Source: an optimization exercise on an open RTL-to-GDS flow (aim: small area and a short achievable clock period). Production flows keep margins and buffers that such runs may drop.
Where RTL was checked, it was by simulation tests only, not by an equivalence proof against the original.
Function not checked in runs 4 and 5: the RTL went through the layout flow alone.
No activity file was given, so power comes from the tool's default toggle rates.

[flow/design.v]
module dfbridge (
    input  wire        clk,
    input  wire        rst,           
    input  wire        cmd_valid,
    input  wire [15:0] cmd,
    output wire        cmd_ready,
    output reg         rsp_valid,
    output reg  [15:0] rsp,
    input  wire        evt_valid,
    input  wire [15:0] evt,
    output reg         miso_valid,
    output reg  [7:0]  miso,
    output reg         utx_valid,
    output reg  [7:0]  utx,
    output reg         busy
);
    reg [7:0] mem0 [0:63];
    reg [7:0] mem1 [0:63];
    reg [6:0] head0, tail0, head1, tail1;     
    reg       wv0, wv1;               
    reg       byp0, byp1;             
    reg [7:0] wdat;                   
    reg [7:0] spi_rxd, spi_txd;
    reg       spi_rxavail, spi_txv, spi_reqpend;
    reg       spi_en, spi_rxie;              
    wire      spi_reqie = spi_rxie;
    reg [7:0] uart_rxd, uart_txd;
    reg       uart_rxavail, uart_fe_cur, uart_or_cur, uart_txfull;
    reg       uart_en, uart_rxie, uart_txrdy_ie;
    reg       gie;
    reg [2:0] clpc;
    reg [6:0] flg;
    reg [7:0] cnt [0:6];
    reg [6:0] cinc;                   
    wire [7:0] cnt_eff [0:6];
    genvar gc;
    generate
        for (gc = 0; gc < 7; gc = gc + 1) begin : ceff
            assign cnt_eff[gc] = (cinc[gc] && cnt[gc] != 8'hFF) ? inc8(cnt[gc]) : cnt[gc];
        end
    endgenerate
    function [7:0] inc8;
        input [7:0] a;
        integer k;
        reg c;
        begin
            c = 1'b1;
            for (k = 0; k < 8; k = k + 1) begin
                inc8[k] = a[k] ^ c;
                c = c & a[k];
            end
        end
    endfunction
    function [7:0] dec8;
        input [7:0] a;
        integer k;
        reg c;
        begin
            c = 1'b1;
            for (k = 0; k < 8; k = k + 1) begin
                dec8[k] = a[k] ^ c;
                c = c & ~a[k];
            end
        end
    endfunction
    wire [6:0] head0_i = inc8({1'b0, head0});
    wire [6:0] head1_i = inc8({1'b0, head1});
    wire [6:0] tail0_i = inc8({1'b0, tail0});
    wire [6:0] tail1_i = inc8({1'b0, tail1});
    wire [6:0] count0 = head0 - tail0;
    wire [6:0] count1 = head1 - tail1;
    wire       nz0   = head0 != tail0;
    wire       nz1   = head1 != tail1;
    wire       full0 = head0 == {~tail0[6], tail0[5:0]};
    wire       full1 = head1 == {~tail1[6], tail1[5:0]};
    wire [7:0] mrd0 = mem0[tail0[5:0]];
    wire [7:0] mrd1 = mem1[tail1[5:0]];
    wire [7:0] rd0   = byp0 ? wdat : mrd0;
    wire [7:0] rd1   = byp1 ? wdat : mrd1;
    wire [3:0] pend = {uart_en & ~uart_txfull, uart_rxavail, spi_reqpend, spi_rxavail};
    wire [3:0] ie   = {uart_txrdy_ie, uart_rxie, spi_reqie, spi_rxie};
    wire [3:0] rdy  = pend & ie;
    reg        irq;                           
    wire [3:0] ivec = {rdy[3] & ~rdy[2] & ~rdy[1] & ~rdy[0],
                       rdy[2] & ~rdy[1] & ~rdy[0],
                       rdy[1] & ~rdy[0],
                       rdy[0]};
    wire [3:0] pollc = pend & ~ie;
    reg        ready_r;                       
    assign cmd_ready = ready_r;
    wire host = cmd_valid & ~irq;
    wire tick = ~cmd_valid & ~irq;
    wire [7:0] op  = cmd[15:8];
    wire [7:0] imm = cmd[7:0];
    wire       z   = imm == 8'h00;
    wire c_sei   = op == 8'h01 && z;
    wire c_cli   = op == 8'h02 && z;
    wire c_push0 = op == 8'h10;
    wire c_push1 = op == 8'h18;
    wire c_pop0  = op == 8'h11 && z;
    wire c_pop1  = op == 8'h19 && z;
    wire c_len0  = op == 8'h12 && z;
    wire c_len1  = op == 8'h1A && z;
    wire c_cap   = (op == 8'h13 || op == 8'h1B) && z;
    wire c_full0 = op == 8'h14 && z;
    wire c_full1 = op == 8'h1C && z;
    wire c_emp0  = op == 8'h15 && z;
    wire c_emp1  = op == 8'h1D && z;
    wire c_sinit = op == 8'h20 && imm[7:3] == 5'd0;
    wire c_sei_s = op == 8'h21 && z;
    wire c_ssend = op == 8'h22;
    wire c_savl  = op == 8'h23 && z;
    wire c_serr  = op == 8'h24 && z;
    wire c_srecv = op == 8'h25 && z;
    wire c_uinit = op == 8'h28 && !imm[7] && imm[5:4] != 2'b11;
    wire c_uei   = op == 8'h29 && z;
    wire c_usend = op == 8'h2A;
    wire c_uavl  = op == 8'h2B && z;
    wire c_uerr  = op == 8'h2C && z;
    wire c_urecv = op == 8'h2D && z;
    wire c_flow  = op == 8'h30 && z;
    wire c_scan  = op == 8'h31 && z;
    wire c_poll  = op == 8'h32 && imm[7:2] == 6'd0;
    wire c_dcnt  = op == 8'h40 && imm[7:3] == 5'd0 && imm[2:0] != 3'd7;
    wire c_dflg  = op == 8'h41 && z;
    wire c_dstat = op == 8'h42 && z;
    wire c_dpend = op == 8'h43 && z;
    wire c_nop   = op == 8'h00 && z;
    wire c_legal = c_nop | c_sei | c_cli | c_push0 | c_push1 | c_pop0 | c_pop1 |
                   c_len0 | c_len1 | c_cap | c_full0 | c_full1 | c_emp0 | c_emp1 |
                   c_sinit | c_sei_s | c_ssend | c_savl | c_serr | c_srecv |
                   c_uinit | c_uei | c_usend | c_uavl | c_uerr | c_urecv |
                   c_flow | c_scan | c_poll | c_dcnt | c_dflg | c_dstat | c_dpend;
    wire tk0 = clpc == 3'd0;
    wire tk1 = clpc == 3'd1;
    wire tkp = clpc[2] | clpc[1];                  
    wire [3:0] tk_pv = {clpc[2] & clpc[0], clpc[2] & ~clpc[0],
                        ~clpc[2] & clpc[0], ~clpc[2] & ~clpc[0]};
    wire [3:0] c_pv  = {imm[1] & imm[0], imm[1] & ~imm[0], ~imm[1] & imm[0], ~imm[1] & ~imm[0]};
    wire do_flow = (host & c_flow) | (tick & tk0);
    wire do_scan = (host & c_scan) | (tick & tk1);
    wire [3:0] run = ({4{irq}} & ivec) |
                     ({4{tick & tkp}} & tk_pv & pollc) |
                     ({4{host & c_poll}} & c_pv & pollc);
    wire push0_req = run[0] | (host & c_push0);
    wire push0 = push0_req & ~full0;
    wire pop0_isr0 = run[0] & uart_en & ~uart_txfull;
    wire pop0_isr3 = run[3] & nz0;
    wire pop0_host = host & c_pop0 & nz0;
    wire pop0 = pop0_isr0 | pop0_isr3 | pop0_host;
    wire [7:0] pv0 = (run[0] & ~nz0) ? spi_rxd : rd0;
    wire push1_req = (run[2] & ~uart_fe_cur & ~uart_or_cur) | (host & c_push1);
    wire push1 = push1_req & ~full1;
    wire isr1_load = run[1] & ~spi_txv;
    wire pop1 = (isr1_load | (host & c_pop1)) & nz1;
    wire s_ssend_ok = host & c_ssend & spi_en & ~spi_txv;
    wire s_usend_ok = host & c_usend & uart_en & ~uart_txfull;
    wire       m_spi_en   = spi_en | (host & c_sinit);
    wire       m_spi_txv  = spi_txv | run[1] | s_ssend_ok;
    wire [7:0] m_spi_txd  = s_ssend_ok ? imm : isr1_load ? (nz1 ? rd1 : 8'hFF) : spi_txd;
    wire       m_spi_rxav = spi_rxavail & ~run[0] & ~(host & c_srecv);
    wire       m_uart_en  = uart_en | (host & c_uinit);
    wire       m_txfull   = uart_txfull | pop0_isr0 | pop0_isr3 | s_usend_ok;
    wire [7:0] m_uart_txd = s_usend_ok ? imm : (pop0_isr0 | pop0_isr3) ? pv0 : uart_txd;
    wire       urx_clr    = run[2] | (host & c_urecv);
    wire       m_urxav    = uart_rxavail & ~urx_clr;
    wire       m_fe       = uart_fe_cur & ~urx_clr;
    wire       m_or       = uart_or_cur & ~urx_clr;
    wire [6:0] m_flg_set = {1'b0, 1'b0, 1'b0,
                            (host & c_pop1 & ~nz1) | (isr1_load & ~nz1),
                            push1_req & full1,
                            host & c_pop0 & ~nz0,
                            push0_req & full0};
    wire [6:0] m_flg = do_scan ? 7'd0 : (flg | m_flg_set);
    wire [7:0] eop = evt[15:8];
    wire e_sel   = evt_valid && eop == 8'h80 && evt[7:0] == 8'h00 && m_spi_en && !m_spi_txv;
    wire e_xfer  = evt_valid && eop == 8'h81 && m_spi_en;
    wire e_rx    = evt_valid && eop[7:1] == 7'b1000001 && m_uart_en;
    wire e_txd   = evt_valid && eop == 8'h84 && evt[7:0] == 8'h00 && m_uart_en && m_txfull;
    wire n_gie         = (gie | (host & c_sei)) & ~(host & c_cli);
    wire n_spi_rxie    = spi_rxie | (host & c_sei_s & spi_en);
    wire n_uart_rxie   = uart_rxie | (host & c_uei & uart_en);
    wire n_txrdy_ie    = (uart_txrdy_ie | (run[0] & push0)) & ~(run[3] & ~nz0);
    wire n_spi_rxav    = m_spi_rxav | e_xfer;
    wire n_spi_reqpend = (spi_reqpend & ~run[1]) | e_sel | e_xfer;
    wire n_txfull      = m_txfull & ~e_txd;
    wire n_urxav       = m_urxav | e_rx;
    wire n_irq = n_gie & ((n_spi_rxav & n_spi_rxie) | (n_spi_reqpend & n_spi_rxie) |
                          (n_urxav & n_uart_rxie) | (m_uart_en & ~n_txfull & n_txrdy_ie));
    wire flow_hi = count0 > 7'd48;
    wire flow_lo = count0 < 7'd16;
    wire m_busy  = flow_hi ? 1'b1 : flow_lo ? 1'b0 : busy;
    wire notready = (c_sei_s & ~spi_en) | (c_ssend & (~spi_en | spi_txv)) |
                    (c_srecv & ~spi_rxavail) | (c_uei & ~uart_en) |
                    (c_usend & (~uart_en | uart_txfull)) | (c_urecv & ~uart_rxavail);
    wire popnone  = (c_pop0 & ~nz0) | (c_pop1 & ~nz1);
    wire [7:0] r_data =
        ({8{c_push0}} & {7'd0, ~full0}) |
        ({8{c_push1}} & {7'd0, ~full1}) |
        ({8{c_pop0 & nz0}} & rd0) |
        ({8{c_pop1 & nz1}} & rd1) |
        ({8{c_len0}} & {1'b0, count0}) |
        ({8{c_len1}} & {1'b0, count1}) |
        ({8{c_cap}} & 8'h40) |
        ({8{c_full0}} & {7'd0, full0}) |
        ({8{c_full1}} & {7'd0, full1}) |
        ({8{c_emp0}} & {7'd0, ~nz0}) |
        ({8{c_emp1}} & {7'd0, ~nz1}) |
        ({8{c_savl}} & {7'd0, spi_rxavail}) |
        ({8{c_serr}} & {2'b00, flg[6], 5'd0}) |
        ({8{c_srecv & spi_rxavail}} & spi_rxd) |
        ({8{c_uavl}} & {7'd0, uart_rxavail}) |
        ({8{c_uerr}} & {2'b00, flg[5], flg[4], 2'b00, uart_or_cur, uart_fe_cur}) |
        ({8{c_urecv & uart_rxavail}} & uart_rxd) |
        ({8{c_flow}} & {7'd0, m_busy}) |
        ({8{c_scan | c_dflg}} & {1'b0, flg}) |
        ({8{c_poll}} & {7'd0, |(c_pv & pollc)}) |
        ({8{c_dcnt}} & cnt_eff[imm[2:0]]) |
        ({8{c_dstat}} & {uart_en, spi_en, spi_txv, uart_txfull, nz1, uart_txrdy_ie, busy, gie}) |
        ({8{c_dpend}} & {ie, pend});
    wire [15:0] r = {{6{~c_legal}}, ~c_legal | notready, ~c_legal | popnone, r_data};
    genvar g;
    generate
        for (g = 0; g < 64; g = g + 1) begin : row
            always @(posedge clk) begin
                if (wv0 && head0[5:0] == ((g + 1) % 64)) mem0[g] <= wdat;
                if (wv1 && head1[5:0] == ((g + 1) % 64)) mem1[g] <= wdat;
            end
        end
    endgenerate
    always @(posedge clk) begin
        wdat  <= run[0] ? spi_rxd : run[2] ? uart_rxd : imm;
        rsp   <= r;
        miso  <= m_spi_txv ? m_spi_txd : 8'hFF;
        if (e_xfer) spi_rxd <= evt[7:0];
        spi_txd  <= m_spi_txd;
        if (e_rx) uart_rxd <= evt[7:0];
        uart_txd <= m_uart_txd;
        utx   <= m_uart_txd & {8{e_txd}};   
    end
    integer i;
    always @(posedge clk) begin
        if (rst) begin
            head0 <= 7'd0; tail0 <= 7'd0; wv0 <= 1'b0; byp0 <= 1'b0;
            head1 <= 7'd0; tail1 <= 7'd0; wv1 <= 1'b0; byp1 <= 1'b0;
            spi_rxavail <= 1'b0; spi_txv <= 1'b0; spi_reqpend <= 1'b0;
            spi_en <= 1'b0; spi_rxie <= 1'b0;
            uart_rxavail <= 1'b0; uart_fe_cur <= 1'b0; uart_or_cur <= 1'b0; uart_txfull <= 1'b0;
            uart_en <= 1'b0; uart_rxie <= 1'b0; uart_txrdy_ie <= 1'b0;
            gie <= 1'b0; irq <= 1'b0; ready_r <= 1'b1; busy <= 1'b0; clpc <= 3'd0; flg <= 7'd0;
            for (i = 0; i < 7; i = i + 1) cnt[i] <= 8'd0;
            cinc <= 7'd0;
            rsp_valid <= 1'b0; miso_valid <= 1'b0; utx_valid <= 1'b0;
        end else begin
            wv0 <= push0;
            byp0 <= push0 & (pop0 ? count0 == 7'd1 : !nz0);
            if (push0) head0 <= head0_i;
            if (pop0)  tail0 <= tail0_i;
            wv1 <= push1;
            byp1 <= push1 & !nz1;
            if (push1) head1 <= head1_i;
            if (pop1)  tail1 <= tail1_i;
            gie <= n_gie;
            irq <= n_irq;
            ready_r <= ~n_irq;
            if (do_flow) busy <= m_busy;
            if (tick) clpc <= (clpc == 3'd5) ? 3'd0 : clpc + 3'd1;
            spi_en <= m_spi_en;
            spi_rxie <= n_spi_rxie;
            spi_txv <= m_spi_txv & ~e_xfer;
            spi_rxavail <= n_spi_rxav;
            spi_reqpend <= n_spi_reqpend;
            uart_en <= m_uart_en;
            uart_rxie <= n_uart_rxie;
            uart_txfull <= n_txfull;
            uart_rxavail <= n_urxav;
            uart_fe_cur <= e_rx ? evt[8] : m_fe;
            uart_or_cur <= m_or | (e_rx & m_urxav);
            uart_txrdy_ie <= n_txrdy_ie;
            flg <= m_flg | {e_xfer & m_spi_rxav, e_rx & m_urxav, e_rx & evt[8], 1'b0, 1'b0, 1'b0, 1'b0}
                         | {3'b000, e_xfer & ~m_spi_txv, 3'b000};
            for (i = 0; i < 7; i = i + 1) cnt[i] <= cnt_eff[i];
            cinc <= do_scan ? flg : 7'd0;
            rsp_valid  <= host;
            miso_valid <= e_xfer;
            utx_valid  <= e_txd;
        end
    end
endmodule
[flow/flow/run.sh]
#!/bin/bash
set -euo pipefail
bash standard.sh SETUP_SLACK_MARGIN=6.9 \
  "CTS_ARGS=-sink_clustering_enable -repair_clock_nets -sink_clustering_size 16 -sink_clustering_max_diameter 60 -buf_list sky130_fd_sc_hd__clkbuf_8 -dont_use_dummy_load" \
  finish > flow_make.log 2>&1
[flow/standard.sh]
#!/bin/bash
# synth_recipe.tcl (not shown) runs the flow's synth.tcl, then flattens the netlist and writes it again
# the make line also repeats each setting of config.mk as NAME=value (left out here)
make -C /OpenROAD-flow-scripts/flow DESIGN_CONFIG=/design/flow/config.mk WORK_HOME=/design/flow/orfs CLKGATE_MAP_FILE= SYNTH_SCRIPT=/design/flow/synth_recipe.tcl "${@:-finish}"
[flow/config.mk]
export PLATFORM = sky130hd
export DESIGN_NAME = dfbridge
export DESIGN_NICKNAME = dfbridge
export VERILOG_FILES = /design/flow/design.v
export SDC_FILE = /design/flow/constraint.sdc
export NUM_CORES = 4
export LEC_CHECK = 0
export ABC_AREA = 1
export CAP_MARGIN = 20
export CORE_MARGIN = 2
export CORE_UTILIZATION = 45
export SLEW_MARGIN = 20
[flow/constraint.sdc]
create_clock -name core_clock -period 10.0 [get_ports {clk}]
set_input_delay 2.0000 -clock core_clock [delete_from_list [all_inputs] [get_ports {clk}]]
set_output_delay 2.0000 -clock core_clock [all_outputs]
set_load 0.01 [all_outputs]
==> results of run 1 <==
==> metrics by stage <==
stage          instance area (um^2)  hold WS [ns]   util
2_1_floorplan                 51900         0.421      -
3_3_place_gp                  54500         0.456  0.477
3_5_place_dp                  54500         0.466  0.477
4_1_cts                       57400         0.430  0.503
5_1_grt                       59200         0.455  0.519
6_report                      59200         0.456  0.519
==> final cells by class <==
type,instances,area [um^2]
antenna,4,10.0
clock buffer,109,1500
fill,10400,54900
inverter,397,1630
multi-input combinational,3313,16900
sequential,1215,34800
tap,1512,1890
timing repair buffer,283,2480
==> placed cells by master (no fill, tap or decap), types with 29 or more instances in the layout <==
cell,netlist,final
inv_1,383,331
nand3_1,237,199
a21oi_1,85,65
nor2_2,41,77
inv_2,12,37
o21ai_2,1,32
nand2_2,3,59
buf_4,10,178
nand4_1,88,88
clkbuf_8,0,109
nand2_1,1631,1556
edfxtp_1,1040,1040
o21ai_0,163,114
ha_1,86,79
dfxtp_1,175,130
nand3_2,2,34
dfxtp_2,0,29
buf_6,1,50
nor2_4,6,86
nor2_1,738,622
==> Yosys cell counts (all sizes together) (22+ instances only) <==
library cell  instances
a21oi                85
buf                  44
clkbuf               39
dfxtp               175
edfxtp             1040
ha                   86
inv                 396
nand2              1638
nand3               240
nand4                88
nor2                785
nor3                 35
o21ai               166
o22ai                22
or2                  26
==> repair_timing <==
action	4_1_cts	5_1_grt
hold buffers	0	0
endpoints found under the hold margin	0	0
setup buffers	84	75
gates cloned	3	2
resized for setup	490	317
pin swaps	46	108
endpoints found under the setup margin	166	144
==> state kept, by name (all words and copies together) (netlist names), 3 cells and up <==
| register | count |
|---|---|
| wdat | 8 |
| rsp | 11 |
| tail0 | 7 |
| tail1 | 7 |
| spi_rxd | 8 |
| uart_txd | 8 |
| head0 | 7 |
| spi_txd | 8 |
| utx | 8 |
| mem0 | 512 |
| head1 | 7 |
| uart_rxd | 8 |
| miso | 8 |
| flg | 7 |
| cnt | 56 |
| mem1 | 512 |
| cinc | 7 |
| clpc | 3 |
==> cells by family after synthesis <==
kind of cell,synth area share
simple gates,0.226
flops,0.672
buf+inv,0.0371
compound gates,0.0378
fa+ha+maj,0.0216
xor+xnor,0.00356
mux,0.00213
==> metal layers <==
metal	vias up	part of all wire	global-route usage	wire length [um]
met4	4	0.046	0.123	8490
met2	2098	0.44	0.463	80700
met3	419	0.11	0.0639	19500
met1	18600	0.41	0.441	76600
li1	17300	-	-	-
met5	-	0.00012	0	22
==> power by group <==
| group | internal (mW) | switching (mW) |
|---|---|---|
| clock | 0.965 | 1.63 |
| sequential | 5.49 | 0.0377 |
| combinational | 0.0367 | 0.115 |
| total | 6.49 | 1.79 |
==> final timing paths <==
| check | startpoint | endpoint | cells past startpoint |
|---|---|---|---|
| min | flg[4]$_SDFF_PP0_ | cinc[4]$_SDFF_PP0_ | 2 |
| min reg2reg | flg[4]$_SDFF_PP0_ | cinc[4]$_SDFF_PP0_ | 2 |
| max reg2reg | tail1[5]$_SDFFE_PP0P_ | miso[4]$_SDFF_PN1_ | 16 |
| max | rsp[10]$_DFF_P_ | rsp[10] | 1 |
==> impl_metrics.toml, run 1 <==
[grt]
grt_remaining_overflow = 0
antenna_found_initial = 5
first_global_vias = 35300
grt_pass1_wl_mm = 257
track_usage = 0.309
grt_max_degree = 84

[run]
maxCapViolCount = 0

[sta]
rsz0062_at_grt = "yes"
worst_pin_slew_ns = 1.22
fin_crit_ns = 3.34
slew_headroom = 0.182
period_share = 0.334
max_freq_ghz = 0.299
setup_viol_count_final = 0
final_max_slew_viol_count = 0
setup_slack_ns = 6.66
fin_setup_tns_ns = 0
final-hold-violation-count = 0
finClkSkew_ns = 0.104

[worst_setup_path]
crit_buf_inv = 1
crit_chain = "buf_2"
cp_max_fo = 6
cp-start-kind = "flop"
slowest_delay_ns = 0.37
required_ns = 8.00
cp_top_family = "flip-flops"
cp-end-kind = "primary output"
cp.arrival_ns = 1.34
cpMaxStageDelayCell = "dfxtp_4"
crit_type = "flop to primary output"
reg2reg_slack_ns = 6.89

[detailed_routing]
viasPerCell = 5.63
antenna_left = 0
dr.pass1.iters = 6
vias = 38400
drt_iter0_markers = 5619
wl_mm = 185
drc_errors = 0
wl_per_cell_um = 27.1

[pwr]
powerDensity_mw_per_mm2 = 140
power_mw = 8.28
peakVddDrop_v = 0.000122
power_leakage_nw = 23.2

[synthesis]
ys_seq_area_frac = 0.672
async_reset_ff_frac = 0
syn_inst = 5003
synth_edf_count = 1040
syn_nets = 5127
ys_warn_count = 4
syn_area_mm2 = 0.0517
yosys-top-cells-area = "edfxtp_1 60%, nand2_1 12%, dfxtp_1 6.8%"
synth_top_cell_by_area = "edfxtp_1"
ys.flop_type = "edfxtp_1"
synth.avg_cell_area_um2 = 10.3
ys_ff_latch = 1215
synth_cell_type_count = 60
synth_top_area_frac = 0.604

[clock_network]
cts_made_buffers = 109
clk_root_buffer_cell = "clkbuf_8"
cts.sinks = 1215
cts_tree = "done"
clkLatencyLatePin_ns = 0.84
path_clk_slew_ns = 0.10
htreeDepth = 3
cts_max_path_buffers = 3

[placed_design]
gp_congestion = 0.993
dp_slack_ns = 4.62
port_buffers = 72
dp.final_hpwl_mm = 127
post-place-cells = 6554

[finish]
final_net_count = 5443
fin_cells = 6833
areaGrowthSynthToFinish_pct = 14.6
drive_gt1_frac = 0.167

[min_path]
min-delay-path-class = "flop to flop"

[outcome]
status = "finished clean"

[floorplanning]
die-height_um = 343
core_area_mm2 = 0.114
pin_count = 73
dieWidth_um = 343
die_area_mm2 = 0.118
std_cell_rows = 124
initial_core_util = 0.453
==> run 2, diff against run 1 <==
==> flow/flow/run.sh (replaced) <==
#!/bin/bash
set -euo pipefail
bash standard.sh SETUP_SLACK_MARGIN=7.0 \
  "CTS_ARGS=-sink_clustering_enable -repair_clock_nets -sink_clustering_size 16 -sink_clustering_max_diameter 60 -buf_list sky130_fd_sc_hd__clkbuf_8 -dont_use_dummy_load" \
  finish > flow_make.log 2>&1
==> run 2 against run 1 <==
Effect of this change: still clean on timing, DRC and antenna; global-route usage rose by 0.32 points; count of clock-buffer cells in the layout rose by 2; sequential cell count did not move; cell count barely moved; synthesized cell count did not move; fmax fell by 0.94%; wire length rose by 0.79%; largest cell class unchanged.
==> impl_metrics.toml, run 2 <==
[finish]
drive_gt1_frac = 0.169
final_net_count = 5439
multi_input_area_mm2 = 0.0170
fillCellCount = 10400
layout_common_cells = "1559 x nand2_1, 1040 x edfxtp_1, 620 x nor2_1"
layout_commonest_cell = "nand2_1"
areaGrowthSynthToFinish_pct = 15.2
seq_area_mm2 = 0.0348
design_area_mm2 = 0.0595
reg_top3 = "mem0: 512 flops, mem1: 512 flops, cnt: 56 flops"

[floorplanning]
die-height_um = 343
std_cell_rows = 124
initial_core_util = 0.453
core_area_mm2 = 0.114
die_area_mm2 = 0.118
pin_count = 73
dieWidth_um = 343

[worst_setup_path]
cp.arrival_ns = 1.37
cpMaxStageDelayCell = "dfxtp_4"
crit_chain = "buf_2"
cp-end-kind = "primary output"
crit_type = "flop to primary output"
cp-start-kind = "flop"
crit_buf_inv = 1
cp_max_fo = 6
slowest_delay_ns = 0.39
required_ns = 8.00
cp_top_family = "flip-flops"

[placed_design]
gp_congestion = 0.992
dp.final_hpwl_mm = 128
port_buffers = 72
place_area_mm2 = 0.0545

[synthesis]
synth_most_common_cell = "nand2_1"
synthXorXnorAreaFrac = 0.00356
ys_seq_area_frac = 0.672
synth_cell_type_count = 60
ys.flop_type = "edfxtp_1"
synth_adder_area_share = 0.0216
synth_common_cells = "1631 x nand2_1, 1040 x edfxtp_1, 738 x nor2_1"
synth.avg_cell_area_um2 = 10.3
ys_warn_count = 4
ys_ff_latch = 1215
syn_nets = 5127
synth_compound_area_frac = 0.0378
synth_edf_count = 1040
async_reset_ff_frac = 0
synthSimpleGateAreaFrac = 0.226
muxShareOfSynthArea = 0.00213
syn_area_mm2 = 0.0517
synth_top_area_frac = 0.604
synth_top_cell_by_area = "edfxtp_1"
synth_top_family_by_area = "simple AND/OR/NAND/NOR gates"
syn_inst = 5003
yosys-top-cells-area = "edfxtp_1 60%, nand2_1 12%, dfxtp_1 6.8%"

[sta]
final_max_slew_viol_count = 0
slew_headroom = 0.175
worst_pin_slew_ns = 1.23
final-hold-violation-count = 0
fin_setup_tns_ns = 0
finClkSkew_ns = 0.0966
setup_viol_count_final = 0
rsz0062_at_grt = "yes"
fin_crit_ns = 3.37
max_freq_ghz = 0.297
period_share = 0.337

[run]
maxCapViolCount = 0

[pwr]
power_leakage_nw = 23.3
powerDensity_mw_per_mm2 = 140
peakVddDrop_v = 0.000105

[grt]
first_global_vias = 35900
antenna_found_initial = 3
grt_pass1_wl_mm = 260
grt_max_degree = 87
track_usage = 0.312
grt_remaining_overflow = 0

[clock_network]
cts.sinks = 1215
clkLatencyLatePin_ns = 0.86
clk_root_buffer_cell = "clkbuf_8"
cts_max_path_buffers = 3
cts_tree = "done"
path_clk_slew_ns = 0.10
cts_hold_buf = 0
cts_made_buffers = 111
htreeDepth = 3

[detailed_routing]
drt_iter0_markers = 5585
drc_errors = 0
vias = 38700
antenna_left = 0
wl_mm = 187
wl_per_cell_um = 27.4
dr.pass1.iters = 6
viasPerCell = 5.67

[outcome]
status = "finished clean"

[min_path]
min-delay-path-class = "flop to flop"
-- run 2: changes by cell type in the layout (fill, tap and decap cells not counted), sizes merged --
cell | previous run | this run
clkbuf | 109 | 113
clkinv | 4 | 5
dlymetal6s2s | 1 | 0
dlygate4sd2 | 4 | 3
clkdlybuf4s15 | 2 | 3
diode | 4 | 2
clkdlybuf4s50 | 13 | 14
nor2 | 785 | 786
buf | 263 | 254
nand3 | 241 | 240
-- run 2: report_power, final --
part	internal [mW]	total [mW]	switching (mW)
Combinational	0.0394	0.155	0.115
Sequential	5.49	5.52	0.0371
Clock	0.982	2.63	1.64
-- run 2: what timing repair did --
action                                  4_1_cts  5_1_grt
setup buffers                               102       47
endpoints found under the setup margin      168      146
gates resized for setup                     567      280
cloned                                        4        5
pin swaps                                    54       87
-- run 2: layer usage --
metal / share of wire / routed length, um / vias up / track usage
met5: 0 / 0 / - / 0
met2: 0.43 / 80700 / 2274 / 0.466
met3: 0.11 / 20400 / 443 / 0.0589
met4: 0.050 / 9410 / 0 / 0.138
met1: 0.41 / 76300 / 18600 / 0.447
li1: - / - / 17300 / -
-- run 2: cells by family (layout without fill, tap and decap cells) --
family                   Yosys count  in the layout
AND/OR/NAND/NOR                 2847           2852
multiplexers                      11             11
AO/OA/AOI/OAI                    341            341
buffers and inverters            480            785
XOR/XNOR                          21             21
flip-flops                      1215           1215
adder cells (fa/ha/maj)           88             88
other                              0              2
-- run 2: layout make-up --
cell class | instances | share of cell area
Sequential cell | 1215 | 0.585
Multi-Input combinational cell | 3313 | 0.286
Timing Repair Buffer | 276 | 0.0440
Tap cell | 1512 | 0.0318
Inverter | 397 | 0.0276
Clock buffer | 111 | 0.0257
Timing Repair inverter | 1 | 0.000126
Antenna cell | 2 | 0.0000841
-- run 2: metrics by stage --
step | utilization | cells | power [mW] | setup WS [ns] | hold WS, ns
finish | 0.521 | 6827 | 8.31 | 6.63 | 0.458
global route | 0.521 | 6827 | 8.51 | 6.59 | 0.499
CTS | 0.508 | 6773 | 8.31 | 6.56 | 0.438
detailed placement | 0.477 | 6556 | 5.77 | 4.77 | 0.463
global placement | 0.477 | 6555 | 5.77 | 4.80 | 0.453
floorplan | - | 5003 | 5.68 | 6.37 | 0.421
-- run 2: path summary, 6_finish.rpt --
check / endpoint / slack [ns] / from / cells after the start
max: rsp[13] / 6.63 / rsp[10]$_DFF_P_ / 1
min: cinc[4]$_SDFF_PP0_ / 0.46 / flg[4]$_SDFF_PP0_ / 2
max reg2reg: miso[4]$_SDFF_PN1_ / 6.84 / tail1[3]$_SDFFE_PP0P_ / 16
min reg2reg: cinc[4]$_SDFF_PP0_ / 0.46 / flg[4]$_SDFF_PP0_ / 2
==> run 3, diff against run 2 <==
==> flow/flow/run.sh (replaced) <==
#!/bin/bash
set -euo pipefail
bash standard.sh SETUP_SLACK_MARGIN=6.8 \
  "CTS_ARGS=-sink_clustering_enable -repair_clock_nets -sink_clustering_size 16 -sink_clustering_max_diameter 60 -buf_list sky130_fd_sc_hd__clkbuf_8 -dont_use_dummy_load" \
  finish > flow_make.log 2>&1
==> run 3 against run 2 <==
Effect of this change: utilization down 1.5 points; wire length is 2.0% lower; area after synthesis unchanged; critical path depth is the same; total power fell by 1.0%; highest routed layer is now met5; sequential share of layout area grew 1.8 points; via count down 2.1%; clock power shrank 3%; cell count is 1.2% lower; fmax up 1.8%; die area did not move; final area fell by 2.9%.
==> impl_metrics.toml, run 3 <==
[sta]
slew_headroom = 0.193
fin_setup_tns_ns = 0
period_share = 0.331
setup_viol_count_final = 0
fin_crit_ns = 3.31
final-hold-violation-count = 0
rsz0062_at_grt = "yes"
max_freq_ghz = 0.302
worst_pin_slew_ns = 1.21
finClkSkew_ns = 0.100
final_max_slew_viol_count = 0

[worst_setup_path]
cp_max_fo = 1
cp.arrival_ns = 1.31
crit_chain = "buf_6"
cp-start-kind = "flop"
slowest_delay_ns = 0.37
cp_top_family = "flip-flops"
cpMaxStageDelayCell = "dfxtp_2"
cp-end-kind = "primary output"
required_ns = 8.00
crit_type = "flop to primary output"
crit_buf_inv = 1

[detailed_routing]
wl_per_cell_um = 27.1
vias = 37900
drc_errors = 0
viasPerCell = 5.62
wl_mm = 183
dr.pass1.iters = 5
antenna_left = 0
drt_iter0_markers = 5104

[floorplanning]
dieWidth_um = 343
pin_count = 73
std_cell_rows = 124
die-height_um = 343
die_area_mm2 = 0.118
core_area_mm2 = 0.114
initial_core_util = 0.453

[finish]
layout_commonest_cell = "nand2_1"
drive_gt1_frac = 0.127
reg_top3 = "mem0: 512 flops, mem1: 512 flops, cnt: 56 flops"
layout_common_cells = "1592 x nand2_1, 1040 x edfxtp_1, 648 x nor2_1"
areaGrowthSynthToFinish_pct = 11.8
final_net_count = 5356

[grt]
antenna_found_initial = 7
grt_max_degree = 89
grt_remaining_overflow = 0
first_global_vias = 35200
track_usage = 0.307
grt_pass1_wl_mm = 256

[synthesis]
ys_warn_count = 4
synth_common_cells = "1631 x nand2_1, 1040 x edfxtp_1, 738 x nor2_1"
synth.avg_cell_area_um2 = 10.3
synth_most_common_cell = "nand2_1"
syn_nets = 5127
ys.flop_type = "edfxtp_1"
async_reset_ff_frac = 0
synth_top_area_frac = 0.604
ys_ff_latch = 1215
yosys-top-cells-area = "edfxtp_1 60%, nand2_1 12%, dfxtp_1 6.8%"
synth_cell_type_count = 60
syn_inst = 5003
syn_area_mm2 = 0.0517
synth_edf_count = 1040
synth_top_cell_by_area = "edfxtp_1"
ys_seq_area_frac = 0.672

[clock_network]
clkLatencyLatePin_ns = 0.83
cts_tree = "done"
clk_root_buffer_cell = "clkbuf_8"
cts_max_path_buffers = 3
cts_made_buffers = 105
cts.sinks = 1215
htreeDepth = 3
path_clk_slew_ns = 0.10

[pwr]
peakVddDrop_v = 0.000130
switching_share = 0.216
power_leakage_nw = 22.6
p_seq_frac = 0.672
power_mw = 8.22
power.switching_mw = 1.77
powerDensity_mw_per_mm2 = 142
internal_power_mw = 6.45
power_frac_comb = 0.017
power_frac_clock = 0.311

[placed_design]
port_buffers = 72
gp_congestion = 0.982
dp.final_hpwl_mm = 127

[run]
maxCapViolCount = 0

[outcome]
status = "finished clean"

[min_path]
min-delay-path-class = "flop to flop"
-- run 3: changes by cell type in the layout (fill, tap and decap cells not counted), moves of 21 or more --
cell,before,now
nand2_1,1559,1592
nand3_1,196,220
nor2_1,620,648
buf_4,154,113
buf_6,62,41
o21ai_2,35,11
-- run 3: final timing paths --
path	slack [ns]	cells after the start	from	end
min reg2reg	0.49	2	flg[0]$_SDFF_PP0_	flg[0]$_SDFF_PP0_
max	6.69	1	rsp[2]$_DFF_P_	rsp[2]
max reg2reg	6.79	16	tail0[0]$_SDFFE_PP0N_	utx[7]$_DFF_P_
min	0.49	2	flg[0]$_SDFF_PP0_	flg[0]$_SDFF_PP0_
-- run 3: routing by layer --
metal  GRT usage  wire, um
met5           0        40
met4       0.139      9520
met3      0.0662     19200
met2       0.453     78700
met1       0.436     75500
-- run 3: cell type report --
cell class                      count  area (um^2)
Inverter                          397         1580
Clock buffer                      105         1450
Antenna cell                        3         7.51
Tap cell                         1512         1890
Timing Repair inverter              1         7.51
Sequential cell                  1215        34800
Timing Repair Buffer              197         1760
Multi-Input combinational cell   3315        16300
Fill cell                       10400        56400
-- run 3: per-stage QoR --
stage	util	setup slack, ns	hold slack [ns]	cells	instance area (um^2)
global route	0.506	6.62	0.517	6745	57800
CTS	0.499	6.61	0.487	6708	57000
floorplan	-	6.37	0.421	5003	51900
finish	0.506	6.69	0.490	6745	57800
global placement	0.477	5.16	0.455	6555	54500
detailed placement	0.477	5.17	0.463	6556	54500
-- run 3: cell families (layout without fill, tap and decap cells) --
family                     count (synthesis)  after routing  share of synthesized area
and+or+nand+nor                         2847           2853                      0.226
buffers and inverters                    480            700                     0.0371
DFF                                     1215           1215                      0.672
muxes                                     11             11                    0.00213
adders and majority gates                 88             88                     0.0216
AOI/OAI and AO/OA                        341            342                     0.0378
xor gates and xnor gates                  21             21                    0.00356
other                                      0              3                          0
-- run 3: what timing repair did --
| item | 4_1_cts | 5_1_grt |
|---|---|---|
| resized for setup | 411 | 176 |
| endpoints found under the setup margin | 165 | 139 |
| pin swaps | 23 | 35 |
| hold buffers | 0 | 0 |
| setup buffers | 42 | 30 |
| gates cloned | 5 | 3 |
-- run 3: power by group through the flow --
stage	Combinational [mW]	Sequential, mW	Clock [mW]
floorplan	0.0382	5.64	0
global placement	0.125	5.65	0
detailed placement	0.124	5.65	0
CTS	0.130	5.53	2.57
global route	0.147	5.53	2.74
finish	0.140	5.53	2.56
==> run 4, diff against run 3 <==
--- a/flow/design.v
+++ b/flow/design.v
@@ -74,6 +74,16 @@
     wire       full0 = head0 == {~tail0[6], tail0[5:0]};
     wire       full1 = head1 == {~tail1[6], tail1[5:0]};
-    wire [7:0] mrd0 = mem0[tail0[5:0]];
-    wire [7:0] mrd1 = mem1[tail1[5:0]];
+    wire [63:0] tsel0 = 64'd1 << tail0[5:0];
+    wire [63:0] tsel1 = 64'd1 << tail1[5:0];
+    reg  [7:0]  mrd0, mrd1;
+    integer j;
+    always @(*) begin
+        mrd0 = 8'h00;
+        mrd1 = 8'h00;
+        for (j = 0; j < 64; j = j + 1) begin
+            mrd0 = mrd0 | (mem0[j] & {8{tsel0[j]}});
+            mrd1 = mrd1 | (mem1[j] & {8{tsel1[j]}});
+        end
+    end
     wire [7:0] rd0   = byp0 ? wdat : mrd0;
     wire [7:0] rd1   = byp1 ? wdat : mrd1;
==> run 4 against run 3 <==
Effect of this change: global-route usage is 1.6 points lower; largest power group unchanged; clock power shrank 2%; highest routed layer unchanged; via count up 2.8%; critical endpoint is now miso[4]; combinational power about the same; area after synthesis grew 2.2%; critical path depth did not move; first-iteration DRC count grew 3.4%.
==> impl_metrics.toml, run 4 <==
[pwr]
powerDensity_mw_per_mm2 = 140
power.switching_mw = 1.74
internal_power_mw = 6.44
power_frac_clock = 0.308
power_frac_comb = 0.017
power_mw = 8.18
peakVddDrop_v = 0.000121
power_leakage_nw = 22.3
switching_share = 0.213
p_seq_frac = 0.675

[detailed_routing]
drc_errors = 0
antenna_left = 0
drt_iter0_markers = 5279
vias = 38900
wl_mm = 178
wl_per_cell_um = 26.4
dr.pass1.iters = 6
viasPerCell = 5.78

[worst_setup_path]
slowest_delay_ns = 0.46
cp_top_family = "flip-flops"
reg2reg_slack_ns = 6.81
crit_chain = "buf_6"
crit_buf_inv = 1
cp-start-kind = "flop"
cp-end-kind = "primary output"
crit_type = "flop to primary output"
cp_max_fo = 1
cpMaxStageDelayCell = "dfxtp_4"
cp.arrival_ns = 1.39
required_ns = 8.00

[grt]
grt_remaining_overflow = 0
first_global_vias = 36700
grt_max_degree = 81
antenna_found_initial = 6
track_usage = 0.291
grt_pass1_wl_mm = 256

[sta]
fin_crit_ns = 3.39
period_share = 0.339
max_freq_ghz = 0.295
slew_headroom = 0.196
setup_viol_count_final = 0
final-hold-violation-count = 0
final_max_slew_viol_count = 0
worst_pin_slew_ns = 1.20
whs_ns = 0.474
rsz0062_at_grt = "yes"
finClkSkew_ns = 0.105
fin_setup_tns_ns = 0
setup_slack_ns = 6.61

[clock_network]
cts.sinks = 1215
cts_hold_buf = 0
cts_max_path_buffers = 3
cts_tree = "done"
path_clk_slew_ns = 0.09
cts_made_buffers = 104
clkLatencyLatePin_ns = 0.81
clk_root_buffer_cell = "clkbuf_8"
htreeDepth = 3

[floorplanning]
initial_core_util = 0.454
die-height_um = 347
die_area_mm2 = 0.120
std_cell_rows = 125
core_area_mm2 = 0.116
dieWidth_um = 347
pin_count = 73

[synthesis]
async_reset_ff_frac = 0
syn_area_mm2 = 0.0528
syn_inst = 5091
yosys-top-cells-area = "edfxtp_1 59%, nand2_1 8.9%, dfxtp_1 6.6%"
synth.avg_cell_area_um2 = 10.4
ys.flop_type = "edfxtp_1"
synth_top_area_frac = 0.591
synth_cell_type_count = 55
synth_top_cell_by_area = "edfxtp_1"
synth_most_common_cell = "nand2_1"
syn_nets = 5223
ys_warn_count = 4
ys_ff_latch = 1215
ys_seq_area_frac = 0.658
synth_common_cells = "1253 x nand2_1, 1040 x edfxtp_1, 719 x nor2_1"
synth_edf_count = 1040

[finish]
reg_top3 = "mem0: 512 flops, mem1: 512 flops, cnt: 56 flops"
seq_area_mm2 = 0.0348
drive_gt1_frac = 0.122
layout_commonest_cell = "nand2_1"
areaGrowthSynthToFinish_pct = 10.6
fillCellCount = 10400
multi_input_area_mm2 = 0.0166
design_area_mm2 = 0.0584
layout_common_cells = "1210 x nand2_1, 1040 x edfxtp_1, 623 x nor2_1"
final_net_count = 5344

[placed_design]
dp.final_hpwl_mm = 118
dp_slack_ns = 4.98
gp_congestion = 0.981
place_area_mm2 = 0.0554
port_buffers = 72

[min_path]
min-delay-path-class = "flop to flop"

[outcome]
status = "finished clean"

[run]
maxCapViolCount = 0
run 4: layout make-up:
cell class / count / area share
inverters: 444 / 0.0297
repair buffers: 211 / 0.0322
multi-input cells: 3236 / 0.285
diodes: 3 / 0.000128
clock buffers: 104 / 0.0245
flip-flops and latches: 1215 / 0.596
well taps: 1524 / 0.0326
run 4: metal layers:
metal / part of all wire / vias to the layer above / GRT usage
met5: 0.00019 / - / 0
met4: 0.040 / 4 / 0.107
met3: 0.10 / 362 / 0.0561
met2: 0.45 / 2065 / 0.451
met1: 0.40 / 18800 / 0.409
li1: - / 17700 / -
run 4: cell families (layout without fill, tap and decap cells):
| kind of cell | count (synthesis) | count (layout) | synth area share |
|---|---|---|---|
| AOI/OAI and AO/OA | 306 | 306 | 0.0323 |
| xor gates and xnor gates | 18 | 18 | 0.00298 |
| adders and majority gates | 96 | 96 | 0.0230 |
| buffers and inverters | 643 | 759 | 0.0492 |
| DFF | 1215 | 1215 | 0.658 |
| muxes | 1 | 1 | 0.000190 |
| other | 0 | 3 | 0 |
| and+or+nand+nor | 2812 | 2815 | 0.235 |
run 4: power by group through the flow:
stage	registers (mW)	clock network (mW)	logic (mW)
final	5.52	2.52	0.141
after global routing	5.52	2.71	0.149
after detailed placement	5.64	0	0.129
after CTS	5.52	2.55	0.136
after floorplan	5.64	0	0.0374
after global placement	5.64	0	0.127
run 4: final timing paths:
path / from / endpoint / depth (start not counted)
worst max-delay path: miso[4]$_SDFF_PN1_ / miso[4] / 1
worst min-delay path: head0[6]$_SDFFE_PP0P_ / head0[6]$_SDFFE_PP0P_ / 1
worst max register to register: tail1[4]$_SDFFE_PP0P_ / rsp[2]$_DFF_P_ / 15
worst min register to register: head0[6]$_SDFFE_PP0P_ / head0[6]$_SDFFE_PP0P_ / 1
run 4: per-stage QoR:
stage	cells	utilization
2_1_floorplan	5091	-
5_1_grt	6736	0.502
3_5_place_dp	6556	0.476
3_3_place_gp	6556	0.476
4_1_cts	6700	0.496
6_report	6737	0.502
run 4: what timing repair did:
| action | 4_1_cts | 5_1_grt |
|---|---|---|
| setup buffers | 38 | 33 |
| gates resized for setup | 403 | 169 |
| cloned | 2 | 1 |
| pin swaps | 28 | 41 |
| endpoints found under the setup margin | 163 | 105 |
==> run 5, diff against run 4 <==
==> flow/flow/run.sh (replaced) <==
#!/bin/bash
set -euo pipefail
bash standard.sh SETUP_SLACK_MARGIN=6.7 \
  "CTS_ARGS=-sink_clustering_enable -repair_clock_nets -sink_clustering_size 16 -sink_clustering_max_diameter 60 -buf_list sky130_fd_sc_hd__clkbuf_8 -dont_use_dummy_load" \
  finish > flow_make.log 2>&1
==> run 5 against run 4 <==
Effect of this change: sequential cell count stayed put; critical path type unchanged; die area is the same; combinational power is 6% lower; register-to-register slack lost 0.09 ns.
==> impl_metrics.toml, run 5 <==
[outcome]
status = "finished clean"

[worst_setup_path]
cpMaxStageDelayCell = "dfxtp_2"
reg2reg_from = "tail0[1]$_SDFFE_PP0N_"
reg2reg_depth = 13
required_ns = 8.00
cp-end-kind = "primary output"
slowest_delay_ns = 0.38
crit_chain = "buf_6"
cp-start-kind = "flop"
cp_top_family = "flip-flops"
reg2reg_slack_ns = 6.72
crit_type = "flop to primary output"
cp.arrival_ns = 1.35
crit_buf_inv = 1
r2r_end = "rsp[2]$_DFF_P_"
cp_max_fo = 1

[sta]
final-hold-violation-count = 0
finClkSkew_ns = 0.132
final_max_slew_viol_count = 0
period_share = 0.335
fin_setup_tns_ns = 0
setup_viol_count_final = 0
slew_headroom = 0.191
worst_pin_slew_ns = 1.21
fin_crit_ns = 3.35
rsz0062_at_grt = "yes"
max_freq_ghz = 0.298

[grt]
antenna_found_initial = 8
grt_max_degree = 147
first_global_vias = 36000
grt_pass1_wl_mm = 251
grt_remaining_overflow = 0
track_usage = 0.285

[clock_network]
htreeDepth = 3
cts_tree = "done"
cts_hold_buf = 0
clk_root_buffer_cell = "clkbuf_8"
cts.sinks = 1215
cts_max_path_buffers = 3
path_clk_slew_ns = 0.11
clkLatencyLatePin_ns = 0.84
cts_made_buffers = 104

[synthesis]
synth.avg_cell_area_um2 = 10.4
synth_cell_type_count = 55
syn_area_mm2 = 0.0528
ys.flop_type = "edfxtp_1"
syn_nets = 5223
synth_top_area_frac = 0.591
synth_top_cell_by_area = "edfxtp_1"
synth_common_cells = "1253 x nand2_1, 1040 x edfxtp_1, 719 x nor2_1"
yosys-top-cells-area = "edfxtp_1 59%, nand2_1 8.9%, dfxtp_1 6.6%"
ys_warn_count = 4
syn_inst = 5091
async_reset_ff_frac = 0
synth_most_common_cell = "nand2_1"
ys_seq_area_frac = 0.658
synth_edf_count = 1040
ys_ff_latch = 1215

[pwr]
switching_share = 0.214
power_leakage_nw = 22.1
powerDensity_mw_per_mm2 = 142
power.switching_mw = 1.76
power_frac_clock = 0.310
peakVddDrop_v = 0.000118
power_frac_comb = 0.016
internal_power_mw = 6.44
p_seq_frac = 0.674

[floorplanning]
die-height_um = 347
die_area_mm2 = 0.120
pin_count = 73
dieWidth_um = 347
core_area_mm2 = 0.116
initial_core_util = 0.454
std_cell_rows = 125

[finish]
final_net_count = 5320
drive_gt1_frac = 0.102
layout_commonest_cell = "nand2_1"
layout_common_cells = "1228 x nand2_1, 1040 x edfxtp_1, 648 x nor2_1"
reg_top3 = "mem0: 512 flops, mem1: 512 flops, cnt: 56 flops"
fillCellCount = 10600
design_area_mm2 = 0.0579
final_util = 0.497
areaGrowthSynthToFinish_pct = 9.54

[detailed_routing]
viasPerCell = 5.78
drc_errors = 0
wl_per_cell_um = 26.2
antenna_left = 0
vias = 38800
wl_mm = 176
dr.pass1.iters = 6
drt_iter0_markers = 4552

[min_path]
min-delay-path-class = "flop to flop"
min_to = "clpc[1]$_SDFFE_PP0P_"
holdPathStages = 2
hp-start = "clpc[1]$_SDFFE_PP0P_"

[placed_design]
gp_congestion = 1.01
port_buffers = 72
place_area_mm2 = 0.0552
dp.final_hpwl_mm = 117

[run]
maxCapViolCount = 0
## run 5: worst max-delay path by stage
| stage | from | end | slack, ns | cells after the start |
|---|---|---|---|---|
| floorplan | cmd[15] | tail0[6]$_SDFFE_PP0N_ | 6.53 | 13 |
| global placement | cmd_valid | irq$_SDFF_PP0_ | 4.74 | 14 |
| detailed placement | cmd_valid | irq$_SDFF_PP0_ | 4.79 | 14 |
| CTS | utx[2]$_DFF_P_ | utx[2] | 6.58 | 1 |
| global route | miso[6]$_SDFF_PN1_ | miso[6] | 6.58 | 1 |
| finish | utx[2]$_DFF_P_ | utx[2] | 6.65 | 1 |
## run 5: cell type report
type	instances	area, um^2	area share
repair buffers	188	1680	0.0290
multi-input cells	3235	16300	0.281
flip-flops and latches	1215	34800	0.602
clock buffers	104	1430	0.0247
well taps	1524	1910	0.0330
diodes	2	5.00	0.0000865
inverters	444	1720	0.0298
## run 5: power groups by stage
| stage | combinational, mW | sequential (mW) | clock [mW] |
|---|---|---|---|
| 6_report | 0.132 | 5.52 | 2.54 |
| 2_1_floorplan | 0.0355 | 5.64 | 0 |
| 4_1_cts | 0.125 | 5.52 | 2.55 |
| 5_1_grt | 0.139 | 5.52 | 2.72 |
| 3_3_place_gp | 0.120 | 5.64 | 0 |
| 3_5_place_dp | 0.121 | 5.64 | 0 |
## run 5: metal layers
layer | vias up | track usage | routed length [um] | part of all wire
li1 | 17700 | - | - | -
met1 | 18700 | 0.385 | 69800 | 0.40
met2 | 2035 | 0.450 | 80500 | 0.46
met3 | 433 | 0.0504 | 16100 | 0.091
met4 | 8 | 0.134 | 9670 | 0.055
met5 | - | 0 | 52 | 0.00030
## run 5: kinds of logic (layout without fill, tap and decap cells)
family          after synthesis  count (layout)  share of synthesized area
simple gates               2812            2814                      0.235
flops                      1215            1215                      0.658
buf+inv                     643             736                     0.0492
compound gates              306             306                     0.0323
fa+ha+maj                    96              96                     0.0230
xor+xnor                     18              18                    0.00298
mux                           1               1                   0.000190
other cells                   0               2                          0
## run 5: tightest hold or removal path: cells and delay by family, from the launching register on
family          cells  cell delay (ns)
flops               1             0.32
simple gates        1             0.06
compound gates      1             0.05
## run 5: through the flow
| stage | power [mW] | setup WS [ns] | cells | hold slack, ns |
|---|---|---|---|---|
| after CTS | 8.20 | 6.58 | 6689 | 0.478 |
| after detailed placement | 5.76 | 4.79 | 6554 | 0.466 |
| after global placement | 5.76 | 4.74 | 6554 | 0.453 |
| final | 8.19 | 6.65 | 6712 | 0.476 |
| after global routing | 8.38 | 6.58 | 6712 | 0.509 |
| after floorplan | 5.68 | 6.53 | 5091 | 0.430 |
## run 5: timing repair
item                                    in CTS  in global routing
pin swaps                                   17                 30
endpoints found under the setup margin     165                108
buffers inserted                            30                 19
gates resized for setup                    339                120
cloned                                       1                  1
==> run 6, diff against run 5 <==
--- a/flow/design.v
+++ b/flow/design.v
@@ -74,16 +74,6 @@
     wire       full0 = head0 == {~tail0[6], tail0[5:0]};
     wire       full1 = head1 == {~tail1[6], tail1[5:0]};
-    wire [63:0] tsel0 = 64'd1 << tail0[5:0];
-    wire [63:0] tsel1 = 64'd1 << tail1[5:0];
-    reg  [7:0]  mrd0, mrd1;
-    integer j;
-    always @(*) begin
-        mrd0 = 8'h00;
-        mrd1 = 8'h00;
-        for (j = 0; j < 64; j = j + 1) begin
-            mrd0 = mrd0 | (mem0[j] & {8{tsel0[j]}});
-            mrd1 = mrd1 | (mem1[j] & {8{tsel1[j]}});
-        end
-    end
+    wire [7:0] mrd0 = mem0[tail0[5:0]];
+    wire [7:0] mrd1 = mem1[tail1[5:0]];
     wire [7:0] rd0   = byp0 ? wdat : mrd0;
     wire [7:0] rd1   = byp1 ? wdat : mrd1;
==> flow/flow/run.sh (replaced) <==
#!/bin/bash
set -euo pipefail
bash standard.sh SETUP_SLACK_MARGIN=6.8 finish > flow_make.log 2>&1
--- a/flow/config.mk
+++ b/flow/config.mk
@@ -10,3 +10,6 @@
 export CORE_MARGIN = 2
 export CORE_UTILIZATION = 45
+export CTS_BUF_LIST = sky130_fd_sc_hd__clkbuf_8
+export CTS_CLUSTER_DIAMETER = 60
+export CTS_CLUSTER_SIZE = 16
 export SLEW_MARGIN = 20
==> run 6 against run 5 <==
Effect of this change: still clean; wire length is 4.0% higher; fmax is 1.0% higher; critical path depth stayed put; synthesized cell count is 1.7% lower; hold slack better by 0.018 ns; total power is 7.4% higher; final area is 1.3% higher; first-iteration DRC count is 13% higher; largest cell class unchanged.
==> impl_metrics.toml, run 6 <==
[floorplanning]
initial_core_util = 0.453
pin_count = 73
dieWidth_um = 343
die_area_mm2 = 0.118
std_cell_rows = 124
die-height_um = 343
core_area_mm2 = 0.114

[clock_network]
htreeDepth = 3
cts_tree = "done"
cts_max_path_buffers = 3
clkLatencyLatePin_ns = 0.83
cts_made_buffers = 105
cts_hold_buf = 0
path_clk_slew_ns = 0.09
clk_root_buffer_cell = "clkbuf_8"
cts.sinks = 1215

[worst_setup_path]
cp_max_fo = 6
cp-startpoint = "rsp[10]$_DFF_P_"
crit_type = "flop to primary output"
cp_top_family = "flip-flops"
slowest_delay_ns = 0.38
setup.worst_path.end = "rsp[13]"
crit_buf_inv = 1
reg2reg_slack_ns = 6.76
reg2reg_from = "tail1[0]$_SDFFE_PP0P_"
reg2reg_depth = 17
cp-end-kind = "primary output"
cpMaxStageDelayCell = "dfxtp_4"
r2r_end = "miso[7]$_SDFF_PN1_"
crit_chain = "buf_2"
cp.arrival_ns = 1.32
required_ns = 8.00
cp-start-kind = "flop"
crit_cells = 1

[grt]
top_usage_layer = "met2"
antenna_found_initial = 6
met2_usage = 0.459
first_global_vias = 35200
track_usage = 0.307
grt_remaining_overflow = 0
grtUsageMet3 = 0.0602
met1_usage = 0.439
grt_pass1_wl_mm = 256
grt_max_degree = 89

[finish]
final_net_count = 5359
fillCellCount = 10300
multi_input_area_mm2 = 0.0163
reg_top3 = "mem0: 512 flops, mem1: 512 flops, cnt: 56 flops"
layout_commonest_cell = "nand2_1"
final_util = 0.513
areaGrowthSynthToFinish_pct = 13.4
drive_gt1_frac = 0.138
layout_common_cells = "1588 x nand2_1, 1040 x edfxtp_1, 651 x nor2_1"
seq_area_mm2 = 0.0348

[pwr]
power_mw = 8.80
peakVddDrop_v = 0.000130
power_leakage_nw = 23.1
powerDensity_mw_per_mm2 = 150

[synthesis]
ys.flop_type = "edfxtp_1"
synth_most_common_cell = "nand2_1"
async_reset_ff_frac = 0
yosys-top-cells-area = "edfxtp_1 60%, nand2_1 12%, dfxtp_1 6.8%"
synth_top_cell_by_area = "edfxtp_1"
ys_warn_count = 4
syn_inst = 5003
synth_top_area_frac = 0.604
syn_nets = 5127
synth.avg_cell_area_um2 = 10.3
synth_cell_type_count = 60
syn_area_mm2 = 0.0517
ys_seq_area_frac = 0.672
ys_ff_latch = 1215
synth_edf_count = 1040
synth_common_cells = "1631 x nand2_1, 1040 x edfxtp_1, 738 x nor2_1"

[min_path]
min-delay-path-class = "flop to flop"

[placed_design]
dp.final_hpwl_mm = 127
gp_congestion = 0.982
port_buffers = 72
dp_slack_ns = 5.17

[outcome]
status = "finished clean"

[sta]
final_max_slew_viol_count = 0
slew_headroom = 0.197
rsz0062_at_grt = "yes"
final-hold-violation-count = 0
worst_pin_slew_ns = 1.20
setup_slack_ns = 6.68
max_freq_ghz = 0.301
finClkSkew_ns = 0.0476
period_share = 0.332
setup_viol_count_final = 0
fin_setup_tns_ns = 0
fin_crit_ns = 3.32

[detailed_routing]
wl_mm = 183
antenna_left = 0
drc_errors = 0
viasPerCell = 5.60
drt_iter0_markers = 5160
wl_per_cell_um = 26.9
vias = 38200
dr.pass1.iters = 8

[run]
maxCapViolCount = 0
run 6: cell types whose count changed in the layout (fill, tap and decap cells not counted), moves of 13 or more:
cell,delta
clkinv_4,+13
o2bb2ai_1,+16
or2_2,+17
inv_2,+14
buf_4,+14
nor2_4,+41
nor3_1,-15
a22oi_1,+14
nand4_1,-334
nand3_1,-55
nand2_1,+360
nand2_2,+15
inv_1,-56
a21oi_1,-31
run 6: report_power, final:
part	total (mW)	leakage, nW	switching [mW]	internal [mW]
clock network	3.13	1.15	1.84	1.29
logic	0.141	11.2	0.108	0.0329
registers	5.53	10.8	0.0408	5.49
run 6: how the worst min path moves through the flow:
stage,from,to,slack (ns),cells past startpoint
after floorplan,flg[3]$_SDFF_PP0_,cinc[3]$_SDFF_PP0_,0.42,2
after global placement,clpc[0]$_SDFFE_PP0P_,clpc[0]$_SDFFE_PP0P_,0.45,2
after detailed placement,clpc[0]$_SDFFE_PP0P_,clpc[0]$_SDFFE_PP0P_,0.46,2
after CTS,clpc[1]$_SDFFE_PP0P_,clpc[1]$_SDFFE_PP0P_,0.49,2
after global routing,clpc[1]$_SDFFE_PP0P_,clpc[1]$_SDFFE_PP0P_,0.52,2
final,clpc[1]$_SDFFE_PP0P_,clpc[1]$_SDFFE_PP0P_,0.49,2
run 6: cell families (layout without fill, tap and decap cells):
kind of cell             Yosys count  in the layout  synth area share
XOR/XNOR                          21             21           0.00356
buffers and inverters            480            773            0.0371
multiplexers                      11             11           0.00213
AND/OR/NAND/NOR                 2847           2853             0.226
flip-flops                      1215           1215             0.672
other                              0              4                 0
AO/OA/AOI/OAI                    341            342            0.0378
adder cells (fa/ha/maj)           88             88            0.0216
run 6: cell type report:
cell class / instances / area share
clock inverter: 65 / 0.0117
timing repair buffer: 201 / 0.0299
clock buffer: 110 / 0.0258
tap: 1512 / 0.0323
antenna: 4 / 0.000171
multi-input combinational: 3315 / 0.279
inverter: 397 / 0.0270
sequential: 1215 / 0.594
run 6: stage by stage:
step / area, um^2 / hold WS (ns) / instances
finish: 58600 / 0.494 / 6819
global route: 58600 / 0.520 / 6818
CTS: 57800 / 0.491 / 6780
detailed placement: 54500 / 0.463 / 6556
global placement: 54500 / 0.455 / 6555
floorplan: 51900 / 0.421 / 5003
run 6: timing repair:
item	CTS	global route
endpoints found under the setup margin	165	137
gates cloned	3	4
buffers inserted	46	30
gates resized for setup	421	192
pin swaps	25	50
run 6: layer usage:
metal,routed length [um],vias to the layer above,part of all wire
li1,-,17300,-
met1,74700,18200,0.41
met2,79100,2250,0.43
met3,20000,442,0.11
met4,9250,6,0.051
met5,32,-,0.00017

==> separate check: timing with driven ports <==
Ports are ideal in the flow. The routed layouts listed here were re-timed in OpenROAD. Step 1, drivers: a clkbuf_16 drives clk and a buf_2 each remaining input, both assumed. Step 2 also shifts input and output timing later by t, the mid clock arrival at the registers, as if the neighbouring blocks saw the same clock. Slacks: ideal ports / drivers / drivers and shift; pairs: ideal ports / drivers.
| run | shift t [ns] | setup slack, ns | worst setup path after step 2 | slew at the worst register clock pin (ns) | worst slew at a driven data input, ns |
|---|---|---|---|---|---|
| run 1 | 0.863 | 6.661 / 6.592 / 5.903 | input to register | 0.11 / 0.11 | 0.06 |
| run 2 | 0.880 | 6.629 / 6.557 / 5.856 | input to register | 0.11 / 0.11 | 0.08 |
| run 3 | 0.850 | 6.687 / 6.620 / 6.028 | input to register | 0.11 / 0.11 | 0.06 |
| run 4 | 0.836 | 6.611 / 6.536 / 6.041 | input to register | 0.11 / 0.11 | 0.22 |
| run 5 | 0.852 | 6.645 / 6.572 / 5.846 | input to register | 0.11 / 0.11 | 0.17 |
| run 6 | 0.871 | 6.679 / 6.612 / 5.909 | input to register | 0.11 / 0.11 | 0.07 |
After both steps setup and hold are still met in every run listed. The setup slack of run 5, which loses most, moves by -0.073 ns with the drivers and by -0.799 ns with both steps.
